Source: an optimization exercise on an open RTL-to-GDS flow (aim: small area, a short achievable clock period and few clock cycles per item). Production flows keep margins and buffers that such runs may drop. RTL that was checked went through simulation tests only; none was proved equivalent to the original. Power and IR drop assume default switching activity.

// cobsr_encoder
module cobsr_encoder (
    input  wire       clk,
    input  wire       rst,         
    input  wire       in_valid,
    output wire       in_ready,
    input  wire [7:0] in_data,
    input  wire       in_last,
    output wire       out_valid,
    input  wire       out_ready,
    output wire [7:0] out_data,
    output wire       out_last
);
    localparam integer N  = 257;   
    localparam integer Q  = 8;     
    localparam integer QB = 3;     
    function [8:0] inc;            
        input [8:0] x;
        inc = (x == N - 1) ? 9'd0 : x + 9'd1;
    endfunction
    reg  [7:0] ring [0:N-1];
    wire [7:0] tap = ring[N-1];    
    reg        tap_mk;             
    reg        wr_en;
    reg        wr_mk;              
    integer i;
    always @(posedge clk) begin
        ring[0] <= !wr_en ? tap : (wr_mk ? 8'h00 : ad);
        for (i = 1; i < N; i = i + 1)
            ring[i] <= ring[i-1];
  ...
clock: 9.0 ns
lec_check: 0
cap_margin: 20
core_margin: 2
core_utilization: 65
cts_cluster_diameter: 100
cts_cluster_size: 30
place_density: 0.75
slew_margin: 20
standard.sh (not shown) runs the stock make flow with config.mk's settings and CLKGATE_MAP_FILE= SYNTH_SCRIPT=/design/flow/synth_recipe.tcl, a recipe that flattens the netlist after the stock synthesis.
==> flow/flow/run.sh <==
#!/bin/bash
set -euo pipefail
export SETUP_SLACK_MARGIN=6.6
bash standard.sh > standard_flow.log 2>&1
Testbench counts at the start, summed over its fixed seeds: cycles 43,362, bytes 40,795.
Edit:
--- a/flow/design.v
+++ b/flow/design.v
@@ -9,14 +9,16 @@
     input  wire       out_ready,
     output wire [7:0] out_data,
     output wire       out_last
 );
     localparam integer N  = 257;   
     localparam integer Q  = 8;     
     localparam integer QB = 3;     
+    localparam integer K  = 63;    
+    localparam integer LQ = 4;     
     function [8:0] inc;            
         input [8:0] x;
         inc = (x == N - 1) ? 9'd0 : x + 9'd1;
     endfunction
     reg  [7:0] ring [0:N-1];
     wire [7:0] tap = ring[N-1];    
     reg        tap_mk;             
@@ -31,54 +33,59 @@
     end
     reg  [8:0] acc;                
     reg  [8:0] wp;                 
     reg  [8:0] rp;                 
     reg        w_at, r_at;         
     reg        empty, full;        
     wire [8:0] acc1 = inc(acc);
-    wire [255:0] mk;
+    wire [63:0] mk;
     assign mk[0] = 1'b0;
     genvar g;
     generate
-        for (g = 1; g < 256; g = g + 1) begin : g_mk
+        for (g = 1; g < 64; g = g + 1) begin : g_mk
             assign mk[g] = (ring[N-2-g] == 8'h00);
         end
     endgenerate
-    function [7:0] first1;
-        input [255:0] m;
-        reg   [255:0]  vv;
-        reg   [2047:0] ix;             
+    function [6:0] first1;
+        input [63:0] m;
+        reg   [63:0]  vv;
+        reg   [383:0] ix;              
         integer l, k;
         begin
             vv = m;
-            ix = 2048'd0;
-            for (l = 0; l < 8; l = l + 1) begin
-                for (k = 0; k < 128; k = k + 1) begin
-                    if (k < (128 >> l)) begin
-                        ix[8*k +: 8] = vv[2*k] ? ix[16*k +: 8]
-                                               : (ix[16*k+8 +: 8] | (8'd1 << l));
+            ix = 384'd0;
+            for (l = 0; l < 6; l = l + 1) begin
+                for (k = 0; k < 32; k = k + 1) begin
+                    if (k < (32 >> l)) begin
+                        ix[6*k +: 6] = vv[2*k] ? ix[12*k +: 6]
+                                               : (ix[12*k+6 +: 6] | (6'd1 << l));
                         vv[k] = vv[2*k] | vv[2*k+1];
                     end
                 end
             end
-            first1 = ix[7:0];
+            first1 = {vv[0], ix[5:0]};
         end
     endfunction
+    wire [6:0] near = first1(mk);
+    reg  [7:0] lq [0:LQ-1];
+    reg  [1:0] lq_hd, lq_tl;
+    reg        lq_push;
     reg  [7:0] code_r;             
+    reg        near_r;             
     reg        closed_r;           
     reg        av, bv;
     reg  [7:0] ad, bd;
     reg        al, bl;
     reg        az, bz;             
     assign in_ready = !bv;
     wire take_in = in_valid && !bv;
     reg  consume;
     reg        msg_open;           
     reg        dpend;              
-    reg  [7:0] rlen;               
+    reg  [7:0] rl1;                
     reg        full_run;           
     reg  [8:0] cur_c;              
     reg  [8:0] fin_f;              
     reg  [8:0] q_f [0:Q-1];
     reg  [7:0] q_v [0:Q-1];        
     reg  [QB-1:0] q_hd, q_tl;
     reg        q_empty;
@@ -113,15 +120,15 @@
             rd_last = 1'b1;
         end else begin
             rd_byte = (fin_now && hd_v != 8'h00) ? hd_v : code_r;
             rd_last = 1'b0;
         end
     end
     wire can_wr = w_at && (!full || !sv);
-    wire reduce = al && !az && (ad > rlen + 8'd1);
+    wire reduce = al && !az && (ad > rl1);
     always @* begin
         wr_en   = 1'b0;
         wr_mk   = 1'b1;
         consume = 1'b0;
         q_push  = 1'b0;
         push_f  = fin_f;
         push_v  = 8'h00;
@@ -141,35 +148,39 @@
                     q_push = 1'b1;
                     push_f = cur_c;
                     push_v = ad;
                 end
             end
         end
     end
+    always @* lq_push = wr_en && msg_open && wr_mk && (rl1 > K);
     wire inc_c = wr_en && !rd;
     wire dec_c = rd && !wr_en;
     wire [8:0] wp1 = inc(wp);
     wire [8:0] rp1 = inc(rp);
     wire start = wr_en && !dpend && !msg_open;
     always @(posedge clk) begin
         closed_r <= !(msg_open && cur_c == acc1);
-        code_r   <= first1(mk);
+        near_r   <= near[6];
+        code_r   <= near[6] ? {2'b00, near[5:0]} : lq[lq_hd];
         if (rst) begin
             acc      <= 9'd0;
             wp       <= 9'd0;
             rp       <= 9'd0;
             w_at     <= 1'b1;
             r_at     <= 1'b1;
             empty    <= 1'b1;
             full     <= 1'b0;
             av       <= 1'b0;
             bv       <= 1'b0;
             msg_open <= 1'b0;
             dpend    <= 1'b0;
             q_hd     <= {QB{1'b0}};
+            lq_hd    <= 2'd0;
+            lq_tl    <= 2'd0;
             q_tl     <= {QB{1'b0}};
             q_empty  <= 1'b1;
             nfl      <= {(QB+1){1'b0}};
             fl_full  <= 1'b0;
             pu_r     <= 1'b0;
             ov       <= 1'b0;
             sv       <= 1'b0;
@@ -211,25 +222,25 @@
             if (wr_en) begin
                 if (dpend) begin
                     dpend    <= 1'b0;
                     msg_open <= 1'b0;
                 end else if (!msg_open || !consume || az) begin
                     msg_open <= 1'b1;
                     cur_c    <= wp;
-                    rlen     <= 8'd0;
+                    rl1      <= 8'd1;
                     full_run <= 1'b0;
                     if (consume && al) begin
                         dpend <= 1'b1;
                         fin_f <= wp;
                     end
                 end else if (reduce) begin
                     msg_open <= 1'b0;
                 end else begin
-                    rlen     <= rlen + 8'd1;
-                    full_run <= (rlen == 8'd253);
+                    rl1      <= rl1 + 8'd1;
+                    full_run <= (rl1 == 8'd254);
                     if (al) begin
                         dpend <= 1'b1;
                         fin_f <= cur_c;
                     end
                 end
             end
             pu_r <= q_push;
@@ -251,14 +262,20 @@
                 fl_full <= (nfl == Q - 1);
             end else if (q_pop && !start) begin
                 nfl     <= nfl - 1'b1;
                 fl_full <= 1'b0;
             end
             if (rd && tap_mk)
                 ofinal <= !ofinal && fin_now;
+            if (lq_push) begin
+                lq[lq_tl] <= rl1;
+                lq_tl     <= lq_tl + 2'd1;
+            end
+            if (rd && tap_mk && !ofinal && !near_r)
+                lq_hd <= lq_hd + 2'd1;
             if (sv) begin
                 if (take_out) begin
                     od <= sd; ol <= sl; sv <= 1'b0;
                 end
             end else if (rd) begin
                 if (!ov || take_out) begin
                     od <= rd_byte; ol <= rd_last; ov <= 1'b1;
=>
- total power increases by 1.4%
- sequential share of layout area increases by 7.4 points
- clock skew increases by 0.019 ns
- wire length decreases by 21%
- cell area decreases by 7.5%
- synthesized area decreases by 6.6%
- worst hold slack is worse by 0.022 ns
- clock power increases by about 3%
- worst setup slack is better by 0.040 ns
- final cell count decreases by 17%
- global-route usage decreases by 3.2 points
Testbench counts after the change, summed over its fixed seeds: cycles 43,362, bytes 40,795.

* * *

run 3:
The RTL this note starts from:
==> flow/design.v <==
module cobsr_encoder (
    input  wire       clk,
    input  wire       rst,         
    input  wire       in_valid,
    output wire       in_ready,
    input  wire [7:0] in_data,
    input  wire       in_last,
    output wire       out_valid,
    input  wire       out_ready,
    output wire [7:0] out_data,
    output wire       out_last
);
    localparam integer N  = 256;   
    localparam integer Q  = 7;     
    localparam integer QB = 3;     
    localparam integer K  = 63;    
    localparam integer LQ = 4;     
    reg  [7:0] ring [0:N-1];
    wire [7:0] tap = ring[N-1];    
    reg        tap_mk;             
    reg        wr_en;
    reg        wr_mk;              
    integer i;
    always @(posedge clk) begin
        ring[0] <= !wr_en ? tap : (wr_mk ? 8'h00 : ad);
        for (i = 1; i < N; i = i + 1)
            ring[i] <= ring[i-1];
        tap_mk <= (ring[N-2] == 8'h00);
    end
    reg  [7:0] acc;                
    reg  [7:0] wp;                 
    reg  [7:0] rp;                 
    reg        w_at, r_at;         
    reg        empty, full;        
    wire [7:0] acc1 = acc + 8'd1;
    wire [63:0] mk;
    assign mk[0] = 1'b0;
    genvar g;
    generate
        for (g = 1; g < 64; g = g + 1) begin : g_mk
            assign mk[g] = (ring[N-2-g] == 8'h00);
        end
    endgenerate
    function [6:0] first1;
        input [63:0] m;
        reg   [63:0]  vv;
        reg   [383:0] ix;              
        integer l, k;
        begin
            vv = m;
            ix = 384'd0;
            for (l = 0; l < 6; l = l + 1) begin
                for (k = 0; k < 32; k = k + 1) begin
                    if (k < (32 >> l)) begin
                        ix[6*k +: 6] = vv[2*k] ? ix[12*k +: 6]
                                               : (ix[12*k+6 +: 6] | (6'd1 << l));
                        vv[k] = vv[2*k] | vv[2*k+1];
                    end
                end
            end
            first1 = {vv[0], ix[5:0]};
        end
    endfunction
    wire [6:0] near = first1(mk);
    reg  [7:0] lq [0:LQ-1];
    reg  [1:0] lq_hd, lq_tl;
    reg        lq_push;
    reg  [7:0] code_r;             
    reg        near_r;             
    reg        closed_r;           
    reg        av, bv;
    reg  [7:0] ad, bd;
    reg        al, bl;
    reg        az, bz;             
    assign in_ready = !bv;
    wire take_in = in_valid && !bv;
    reg  consume;
    reg        msg_open;           
    reg        dpend;              
    reg  [7:0] rl1;                
    reg        full_run;           
    reg  [7:0] cur_c;              
    reg  [7:0] q_f [0:Q-1];
    reg  [7:0] q_v [0:Q-1];        
    reg  [QB-1:0] q_hd, q_tl;
    reg        q_empty;
    reg  [QB:0]   nfl;             
    reg        fl_full;            
    reg        q_push, q_pop;
    reg  [7:0] push_f;
    reg  [7:0] push_v;
    reg        ov, sv;
    reg  [7:0] od, sd;
    reg        ol, sl;
    assign out_valid = ov;
    assign out_data  = od;
    assign out_last  = ol;
    wire take_out = ov && out_ready;
    reg        ofinal;             
    function [QB-1:0] qinc;
        input [QB-1:0] x;
        qinc = (x == Q - 1) ? {QB{1'b0}} : x + 1'b1;
    endfunction
    wire [7:0] hd_f = q_f[q_hd];
    wire [7:0] hd_v = q_v[q_hd];
    wire fin_now = !q_empty && (hd_f == acc);
    wire rd      = r_at && !empty && !sv && (!tap_mk || ofinal || closed_r);
    reg  [7:0] rd_byte;
    reg        rd_last;
    always @* begin
        if (!tap_mk) begin
            rd_byte = tap;
            rd_last = 1'b0;
        end else if (ofinal) begin
            rd_byte = 8'h00;
            rd_last = 1'b1;
        end else begin
            rd_byte = (fin_now && hd_v != 8'h00) ? hd_v : code_r;
            rd_last = 1'b0;
        end
    end
    wire can_wr = w_at && (!full || !sv);
    wire reduce = al && !az && (ad > rl1);
    always @* begin
        wr_en   = 1'b0;
        wr_mk   = 1'b1;
        consume = 1'b0;
        q_push  = 1'b0;
        push_f  = az ? wp : cur_c;
        push_v  = reduce ? ad : 8'h00;
        if (can_wr) begin
            if (dpend) begin
                wr_en  = 1'b1;
            end else if (av && !msg_open) begin
                wr_en  = !fl_full;
            end else if (av && full_run) begin
                wr_en  = 1'b1;
            end else if (av) begin
                wr_en   = 1'b1;
                consume = 1'b1;
                wr_mk   = az || reduce;
                q_push  = al;
            end
        end
    end
    always @* lq_push = wr_en && msg_open && wr_mk && (rl1 > K);
    wire inc_c = wr_en && !rd;
    wire dec_c = rd && !wr_en;
    wire [7:0] wp1 = wp + 8'd1;
    wire [7:0] rp1 = rp + 8'd1;
    wire start = wr_en && !dpend && !msg_open;
    always @(posedge clk) begin
        closed_r <= !(msg_open && cur_c == acc1 && !(wr_en && wr_mk));
        near_r   <= near[6];
        code_r   <= near[6] ? {2'b00, near[5:0]}
                  : (lq_hd == lq_tl) ? rl1 : lq[lq_hd];
        if (rst) begin
            acc      <= 8'd0;
            wp       <= 8'd0;
            rp       <= 8'd0;
            w_at     <= 1'b1;
            r_at     <= 1'b1;
            empty    <= 1'b1;
            full     <= 1'b0;
            av       <= 1'b0;
            bv       <= 1'b0;
            msg_open <= 1'b0;
            dpend    <= 1'b0;
            q_hd     <= {QB{1'b0}};
            lq_hd    <= 2'd0;
            lq_tl    <= 2'd0;
            q_tl     <= {QB{1'b0}};
            q_empty  <= 1'b1;
            nfl      <= {(QB+1){1'b0}};
            fl_full  <= 1'b0;
            ov       <= 1'b0;
            od       <= 8'h00;
            ol       <= 1'b0;
            sv       <= 1'b0;
            ofinal   <= 1'b0;
        end else begin
            acc <= acc1;
            if (wr_en) wp <= wp1;
            if (rd)    rp <= rp1;
            if (empty && !wr_en) begin
                wp <= acc1;
                rp <= acc1;
            end
            w_at <= wr_en || empty || (wp == acc1);
            r_at <= rd || (empty && !wr_en) || (rp == acc1);
            if (inc_c) begin
                empty <= 1'b0;
                full  <= (wp1 == rp);
            end else if (dec_c) begin
                empty <= (rp1 == wp);
                full  <= 1'b0;
            end
            if (consume) begin
                if (bv) begin
                    ad <= bd; al <= bl; az <= bz; bv <= 1'b0;
                end else if (take_in) begin
                    ad <= in_data; al <= in_last; az <= (in_data == 8'h00);
                end else begin
                    av <= 1'b0;
                end
            end else if (take_in) begin
                if (av) begin
                    bd <= in_data; bl <= in_last; bz <= (in_data == 8'h00);
                    bv <= 1'b1;
                end else begin
                    ad <= in_data; al <= in_last; az <= (in_data == 8'h00);
                    av <= 1'b1;
                end
            end
            if (wr_en) begin
                if (dpend) begin
                    dpend    <= 1'b0;
                    msg_open <= 1'b0;
                end else if (!msg_open || !consume || az) begin
                    msg_open <= 1'b1;
                    cur_c    <= wp;
                    rl1      <= 8'd1;
                    full_run <= 1'b0;
                    if (consume && al)
                        dpend <= 1'b1;
                end else if (reduce) begin
                    msg_open <= 1'b0;
                end else begin
                    rl1      <= rl1 + 8'd1;
                    full_run <= (rl1 == 8'd254);
                    if (al)
                        dpend <= 1'b1;
                end
            end
            if (q_push) begin
                q_f[q_tl] <= push_f;
                q_v[q_tl] <= push_v;
                q_tl      <= qinc(q_tl);
            end
            if (q_pop)
                q_hd <= qinc(q_hd);
            if (q_push && !q_pop)
                q_empty <= 1'b0;
            else if (q_pop && !q_push)
                q_empty <= (qinc(q_hd) == q_tl);
            if (start && !q_pop) begin
                nfl     <= nfl + 1'b1;
                fl_full <= (nfl == Q - 1);
            end else if (q_pop && !start) begin
                nfl     <= nfl - 1'b1;
                fl_full <= 1'b0;
            end
            if (rd && tap_mk)
                ofinal <= !ofinal && fin_now;
            if (lq_push) begin
                lq[lq_tl] <= rl1;
                lq_tl     <= lq_tl + 2'd1;
            end
            if (rd && tap_mk && !ofinal && !near_r)
                lq_hd <= lq_hd + 2'd1;
            if (sv) begin
                if (take_out) begin
                    od <= sd; ol <= sl; sv <= 1'b0;
                end
            end else if (rd) begin
                if (!ov || take_out) begin
                    od <= rd_byte; ol <= rd_last; ov <= 1'b1;
                end else begin
                    sd <= rd_byte; sl <= rd_last; sv <= 1'b1;
                end
            end else if (take_out) begin
                ov <= 1'b0;
            end
        end
    end
    always @* q_pop = rd && tap_mk && !ofinal && fin_now;
endmodule
==> flow/config.mk <==
export PLATFORM = sky130hd
export DESIGN_NAME = cobsr_encoder
export DESIGN_NICKNAME = cobsr_encoder
export VERILOG_FILES = /design/flow/design.v
export SDC_FILE = /design/flow/constraint.sdc
export NUM_CORES = 4
export LEC_CHECK = 0
export CAP_MARGIN = 20
export CORE_MARGIN = 2
export CORE_UTILIZATION = 65
export CTS_CLUSTER_DIAMETER = 100
export CTS_CLUSTER_SIZE = 30
export PLACE_DENSITY = 0.75
export SLEW_MARGIN = 20
==> flow/constraint.sdc <==
create_clock -name core_clock -period 9.0 [get_ports {clk}]
set_input_delay 1.8000 -clock core_clock [delete_from_list [all_inputs] [get_ports {clk}]]
set_output_delay 1.8000 -clock core_clock [all_outputs]
set_load 0.01 [all_outputs]
Scripts as last shown in full above: flow/flow/run.sh
### run 3 -> run 5
--- a/flow/design.v
+++ b/flow/design.v
@@ -12,5 +12,5 @@
 );
     localparam integer N  = 256;   
-    localparam integer Q  = 7;     
+    localparam integer Q  = 8;     
     localparam integer QB = 3;     
     localparam integer K  = 63;    
@@ -81,4 +81,5 @@
     reg        full_run;           
     reg  [7:0] cur_c;              
+    reg  [7:0] fin_f;              
     reg  [7:0] q_f [0:Q-1];
     reg  [7:0] q_v [0:Q-1];        
@@ -98,8 +99,4 @@
     wire take_out = ov && out_ready;
     reg        ofinal;             
-    function [QB-1:0] qinc;
-        input [QB-1:0] x;
-        qinc = (x == Q - 1) ? {QB{1'b0}} : x + 1'b1;
-    endfunction
     wire [7:0] hd_f = q_f[q_hd];
     wire [7:0] hd_v = q_v[q_hd];
@@ -127,9 +124,10 @@
         consume = 1'b0;
         q_push  = 1'b0;
-        push_f  = az ? wp : cur_c;
-        push_v  = reduce ? ad : 8'h00;
+        push_f  = fin_f;
+        push_v  = 8'h00;
         if (can_wr) begin
             if (dpend) begin
                 wr_en  = 1'b1;
+                q_push = 1'b1;
             end else if (av && !msg_open) begin
                 wr_en  = !fl_full;
@@ -140,5 +138,9 @@
                 consume = 1'b1;
                 wr_mk   = az || reduce;
-                q_push  = al;
+                if (reduce) begin
+                    q_push = 1'b1;
+                    push_f = cur_c;
+                    push_v = ad;
+                end
             end
         end
@@ -175,6 +177,4 @@
             fl_full  <= 1'b0;
             ov       <= 1'b0;
-            od       <= 8'h00;
-            ol       <= 1'b0;
             sv       <= 1'b0;
             ofinal   <= 1'b0;
@@ -222,6 +222,8 @@
                     rl1      <= 8'd1;
                     full_run <= 1'b0;
-                    if (consume && al)
+                    if (consume && al) begin
                         dpend <= 1'b1;
+                        fin_f <= wp;
+                    end
                 end else if (reduce) begin
                     msg_open <= 1'b0;
@@ -229,6 +231,8 @@
                     rl1      <= rl1 + 8'd1;
                     full_run <= (rl1 == 8'd254);
-                    if (al)
+                    if (al) begin
                         dpend <= 1'b1;
+                        fin_f <= cur_c;
+                    end
                 end
             end
@@ -236,12 +240,12 @@
                 q_f[q_tl] <= push_f;
                 q_v[q_tl] <= push_v;
-                q_tl      <= qinc(q_tl);
+                q_tl      <= q_tl + 1'b1;
             end
             if (q_pop)
-                q_hd <= qinc(q_hd);
+                q_hd <= q_hd + 1'b1;
             if (q_push && !q_pop)
                 q_empty <= 1'b0;
             else if (q_pop && !q_push)
-                q_empty <= (qinc(q_hd) == q_tl);
+                q_empty <= (q_hd + 1'b1 == q_tl);
             if (start && !q_pop) begin
                 nfl     <= nfl + 1'b1;
@@ -274,4 +278,4 @@
         end
     end
-    always @* q_pop = rd && tap_mk && !ofinal && fin_now;
+    always @* q_pop = rd && tap_mk && ofinal;
 endmodule
### Flow results
Summary of run 5 over run 3: total instance count after detailed placement now larger; synthesized cell count now smaller. Sort run 5 and run 3 by number of antenna violations at the first check in global routing asc -> top: run 3. The number of buffers and inverters on the critical path of run 5 falls short of that of run 3 by 1. Run 5 vs run 3 — sequential portion of the cell area rose 0.22 points. Across both runs, clock sink total was higher for run 5 than for run 3. Of run 5 and run 3, the higher global-route usage belongs to run 3. Max overall power consumption across run 5 and run 3: run 5. Going from run 3 to run 5, worst-skew pair later-pin latency saw a decrease; total vias in the final route fell by 229; final period demand of the worst path went down. On run 5: post-synthesis simple-gate area fraction is 0.40 points lower than what run 3 gave. Compared run 5 vs run 3, and fraction of power spent switching nets is down in run 5. Run 3 has lower cell count than run 5.
Function was not checked in any run of this note: the RTL went through the layout flow alone.

[static timing again, ports no longer ideal]
The flow's constraints put no driver on any port. The routed layouts listed below were extracted and timed again, unchanged, in two steps. Step 1: set_driving_cell puts a clkbuf_16 on clk and a buf_2 on each other input, an assumption about the parent block. Step 2 also shifts input and output timing later by t, the mid clock arrival at the registers, as if the neighbouring blocks saw the same clock. Three values: ideal ports, drivers, drivers and shift; two values: the first two.
run | shift t [ns] | slack for setup (ns) | latest minus earliest clock arrival (ns) | worst slew at a driven data input, ns
the first run of note 1 | 0.749 | 5.817 / 5.754 / 5.702 | 0.031 / 0.032 | 0.12
the second run of note 1 | 0.752 | 5.857 / 5.788 / 5.682 | 0.050 / 0.049 | 0.19
run 3 | 0.730 | 5.367 / 5.367 / 5.367 | 0.037 / 0.036 | 0.17
run 5 | 0.726 | 5.783 / 5.712 / 5.764 | 0.029 / 0.029 | 0.06
After both steps every run listed still meets setup and hold. For the second run of note 1, which loses most, drivers alone change the setup slack by -0.069 ns; drivers and shift together by -0.175 ns.
